From an optimization exercise on the open Yosys and OpenROAD flow, aimed at small area, a short achievable clock period and few clock cycles; shortcuts taken in it are not production practice.
At most, simulation tests tie the RTL to the original design; equivalence was not proved.
No activity file was given, so power comes from the tool's default toggle rates.

## S
Design symcodec_rx, start of the top module:
module symcodec_rx (
    input  wire        clk,
    input  wire        rst,
    input  wire        in_valid,
    output wire        in_ready,
    input  wire [63:0] in_data,     
    input  wire [3:0]  in_groups,   
    input  wire        in_last,     
    output reg         out_valid,
    output reg  [7:0]  out_byte,
    output reg  [2:0]  out_kind,    
    output reg         done,
    output wire [1:0]  res,         
    output wire [3:0]  cause,       
    output wire        chkmis,
    output wire [15:0] clean_bits,
    output wire [15:0] n_bytes,
    output wire [31:0] pre,
    output wire [15:0] len,
    output wire [7:0]  stored_chk,
    output wire [7:0]  calc_chk,
    output wire [15:0] bad_index,
    output wire [5:0]  bad_win
);
    localparam [2:0] K_PRE = 3'd0, K_LEN = 3'd1, K_PAY = 3'd2, K_CHK = 3'd3, K_TRAIL = 3'd4;
    function [3:0] nib6;
        input [5:0] c;
        begin
            nib6[3] = c[5];
            nib6[2] = (c[5] & c[3] & ~c[0]) | (c[4] & ~c[2] & ~c[1]) | (c[4] & ~c[0]);
            nib6[1] = (~c[5] & ~c[3] & c[0]) | (c[5] & ~c[3] & ~c[0]) |
                      (c[5] & ~c[2] & ~c[1]) | (c[4] & c[3] & ~c[0]);
            nib6[0] = c[5] ^ c[4] ^ c[1];
        end
    endfunction
    function mapped6;
        input [5:0] cw;
        begin
            case (cw)
                6'd13, 6'd14, 6'd19, 6'd21, 6'd22, 6'd25, 6'd26, 6'd28,
                6'd35, 6'd37, 6'd38, 6'd41, 6'd42, 6'd44, 6'd49, 6'd50:
                    mapped6 = 1'b1;
                default:
                    mapped6 = 1'b0;
            endcase
        end
    endfunction
    function [6:0] therm3;
        input [2:0] v;
        begin
            therm3[0] = v[2] | v[1] | v[0];
            therm3[1] = v[2] | v[1];
            therm3[2] = v[2] | (v[1] & v[0]);
            therm3[3] = v[2];
            therm3[4] = v[2] & (v[1] | v[0]);
            therm3[5] = v[2] & v[1];
            therm3[6] = v[2] & v[1] & v[0];
  ...
For scale: roughly 1,300 cells after synthesis, roughly 0.0097 mm2 of cells after synthesis.
Settings: LEC_CHECK=0, ABC_AREA=1, CAP_MARGIN=20, CORE_MARGIN=2, CORE_UTILIZATION=50, CTS_BUF_LIST=sky130_fd_sc_hd__clkbuf_8, SETUP_SLACK_MARGIN=2.7, SLEW_MARGIN=20; clock period 5.0 ns.
standard.sh (not shown) runs the stock make flow with config.mk's settings and CLKGATE_MAP_FILE= SYNTH_SCRIPT=/design/flow/synth_recipe.tcl, a recipe that flattens the netlist after the stock synthesis.
==> flow/flow/run.sh <==
#!/bin/bash
# Standard ORFS layout (standard.sh: the standard flow's synthesis, floorplan, place, CTS,
# route, finish) with one change: the buffers that buffer_ports puts on every
# input and output port are sky130_fd_sc_hd__buf_1 cells instead of the
# default pick. The full make output goes to standard.log in this folder;
# each ORFS step's own log stays under orfs/logs/.
set -euo pipefail
export BUFFER_PORTS_ARGS="-buffer_cell sky130_fd_sc_hd__buf_1"
bash standard.sh > standard.log 2>&1
Modified inputs, T compared to S
Settings: CTS_BUF_LIST: sky130_fd_sc_hd__clkbuf_8 -> unset.
==> flow/flow/run.sh <==
#!/bin/bash
# Standard ORFS layout (standard.sh: the standard flow's synthesis, floorplan, place, CTS,
# route, finish) with two changes: the buffers that buffer_ports puts on every
# input and output port are sky130_fd_sc_hd__buf_1 cells instead of the
# default pick, and clock tree synthesis builds the tree from clkbuf_8 cells
# without the dummy loads it otherwise adds to even out the tree.
# The full make output goes to standard.log in this folder; each ORFS step's
# own log stays under orfs/logs/.
set -euo pipefail
export BUFFER_PORTS_ARGS="-buffer_cell sky130_fd_sc_hd__buf_1"
export CTS_ARGS="-sink_clustering_enable -repair_clock_nets -buf_list sky130_fd_sc_hd__clkbuf_8 -dont_use_dummy_load"
bash standard.sh > standard.log 2>&1
## What came out
Between S and T, the flow reports fmax increasing by a few percent. Result: PASS for each of S and T. Going from S to T, wire length of the first global-routing pass shrank slightly. Hold slack ended up 0.012 ns lower on T than on S.
No functional check of the RTL was part of any run of this note.

Another version of the RTL of symcodec_rx (not shown whole).
For scale: ~1100 cells after synthesis, about 180 flip-flops, ~210 I/O pins, about 0.0088 mm² of cells after synthesis.
Settings: LEC_CHECK=0, ABC_AREA=1, CAP_MARGIN=20, CORE_MARGIN=2, CORE_UTILIZATION=50, GPL_TIMING_DRIVEN=0, SETUP_SLACK_MARGIN=2.7, SLEW_MARGIN=20; clock period 5.0 ns.
==> flow/flow/run.sh <==
#!/bin/bash
# Standard ORFS layout (standard.sh: the standard flow's synthesis, floorplan, place, CTS,
# route, finish) with two changes:
#  - the buffers that buffer_ports puts on every input and output port are
#    sky130_fd_sc_hd__buf_1 cells instead of the default pick;
#  - clock tree synthesis builds the tree from clkbuf_4/clkbuf_8 cells and
#    adds no dummy loads to even out the tree.
# The full make output goes to standard.log in this folder; each ORFS step's
# own log stays under orfs/logs/.
set -euo pipefail
export BUFFER_PORTS_ARGS="-buffer_cell sky130_fd_sc_hd__buf_1"
export CTS_ARGS="-sink_clustering_enable -repair_clock_nets -buf_list {sky130_fd_sc_hd__clkbuf_4 sky130_fd_sc_hd__clkbuf_8} -dont_use_dummy_load"
bash standard.sh > standard.log 2>&1
Testbench counts at the start, summed over its fixed seeds: cycles 15,365.
Rerun with:
--- a/flow/config.mk
+++ b/flow/config.mk
@@ -7,3 +7,2 @@
 export LEC_CHECK = 0
-export ABC_AREA = 1
 export CAP_MARGIN = 20
@@ -11,3 +10,2 @@
 export CORE_UTILIZATION = 50
-export GPL_TIMING_DRIVEN = 0
 export SETUP_SLACK_MARGIN = 2.7
What happened: The changed run went through all stages and came out clean; clock power hardly moves; utilization drops by 0.60 points; setup slack gets worse by 0.12 ns; final cell count shrinks by 11%; non-clock buffer count is lower by 15; synthesized area climbs by about 3%; global-route usage is lower by 0.79 points; sequential share of layout area falls by 0.88 points; critical path depth is higher by 6; register-to-register slack loses 0.17 ns; die area went up by 2.8%.
Rerun with:
--- a/flow/config.mk
+++ b/flow/config.mk
@@ -7,5 +7,7 @@
 export LEC_CHECK = 0
+export ABC_AREA = 1
 export CAP_MARGIN = 20
 export CORE_MARGIN = 2
-export CORE_UTILIZATION = 50
+export CORE_UTILIZATION = 55
+export PLACE_DENSITY = 0.7
 export SETUP_SLACK_MARGIN = 2.7
Outcome: The changed run passed the timing, design-rule and antenna checks; worst setup slack improves by 0.16 ns; global-route usage goes up by 2.1 points; core utilization came out higher by 5.4 points; sequential share of layout area is higher by 1.3 points; design area decreases by 3.9%; fmax goes up by 7.3%; power barely changes; die area went down by 11%; critical path depth is lower by 7; sequential power is about the same; flip-flop and latch count does not change.
Rerun with:
--- a/flow/config.mk
+++ b/flow/config.mk
@@ -10,4 +10,4 @@
 export CORE_MARGIN = 2
-export CORE_UTILIZATION = 55
-export PLACE_DENSITY = 0.7
+export CORE_UTILIZATION = 50
+export PLACE_DENSITY = 0.8
 export SETUP_SLACK_MARGIN = 2.7
=>
- design area drops by 0.89%
- power hardly moves
- routed wire length climbs by 8.7%
- via count climbs by about 2.7%
- clock-buffer cell count is unchanged
- register-to-register slack gets worse by 0.06 ns
- non-clock buffer count drops by 7
- area after synthesis is unchanged
Rerun with:
--- a/flow/config.mk
+++ b/flow/config.mk
@@ -11,3 +11,3 @@
 export CORE_UTILIZATION = 50
-export PLACE_DENSITY = 0.8
+export PLACE_DENSITY = 0.7
 export SETUP_SLACK_MARGIN = 2.7
Result:
- setup slack improved by 0.019 ns
- sequential share of layout area falls by 0.45 points
- final cell count grows by 0.40%
- total power hardly moves

-- afterwards: timing with drivers on the ports --
The flow's constraints put no driver on any port. The routed layouts listed below were extracted and timed again, unchanged, in two steps.
Step 1 (the two cells are an assumption about what drives the block):
set clk [get_ports {clk}]
set_driving_cell -lib_cell sky130_fd_sc_hd__clkbuf_16 $clk
set_driving_cell -lib_cell sky130_fd_sc_hd__buf_2 [delete_from_list [all_inputs] $clk]
Step 2 moves the port delays by t, midway between the first and last clock arrival at a register: inputs arrive t later, outputs are due t later. That takes back most of the time a late clock gives input paths.
Slacks: ideal ports / drivers / drivers and shift; pairs: ideal ports / drivers.
run | t, ns | slack for setup (ns) | hold slack, ns | clock arrival spread, ns | slew at the worst register clock pin (ns)
S | 0.508 | 2.727 / 2.727 / 2.569 | 0.400 / 0.400 / 0.400 | 0.019 / 0.019 | 0.11 / 0.11
T | 0.480 | 2.785 / 2.756 / 2.549 | 0.388 / 0.388 / 0.388 | 0.040 / 0.041 | 0.11 / 0.11
the first run of note 2 | 0.484 | 2.794 / 2.756 / 2.446 | 0.373 / 0.373 / 0.373 | 0.055 / 0.055 | 0.11 / 0.11
the second run of note 2 | 0.480 | 2.678 / 2.678 / 2.369 | 0.413 / 0.413 / 0.413 | 0.053 / 0.053 | 0.12 / 0.12
the third run of note 2 | 0.489 | 2.836 / 2.802 / 2.483 | 0.374 / 0.374 / 0.374 | 0.047 / 0.047 | 0.11 / 0.11
the fourth run of note 2 | 0.492 | 2.779 / 2.779 / 2.483 | 0.382 / 0.382 / 0.382 | 0.043 / 0.042 | 0.11 / 0.11
the fifth run of note 2 | 0.490 | 2.798 / 2.763 / 2.450 | 0.373 / 0.373 / 0.373 | 0.051 / 0.051 | 0.11 / 0.11
After both steps every run listed still meets setup and hold. The setup slack of the third run of note 2, which loses most, moves by -0.034 ns with the drivers and by -0.353 ns with both steps.
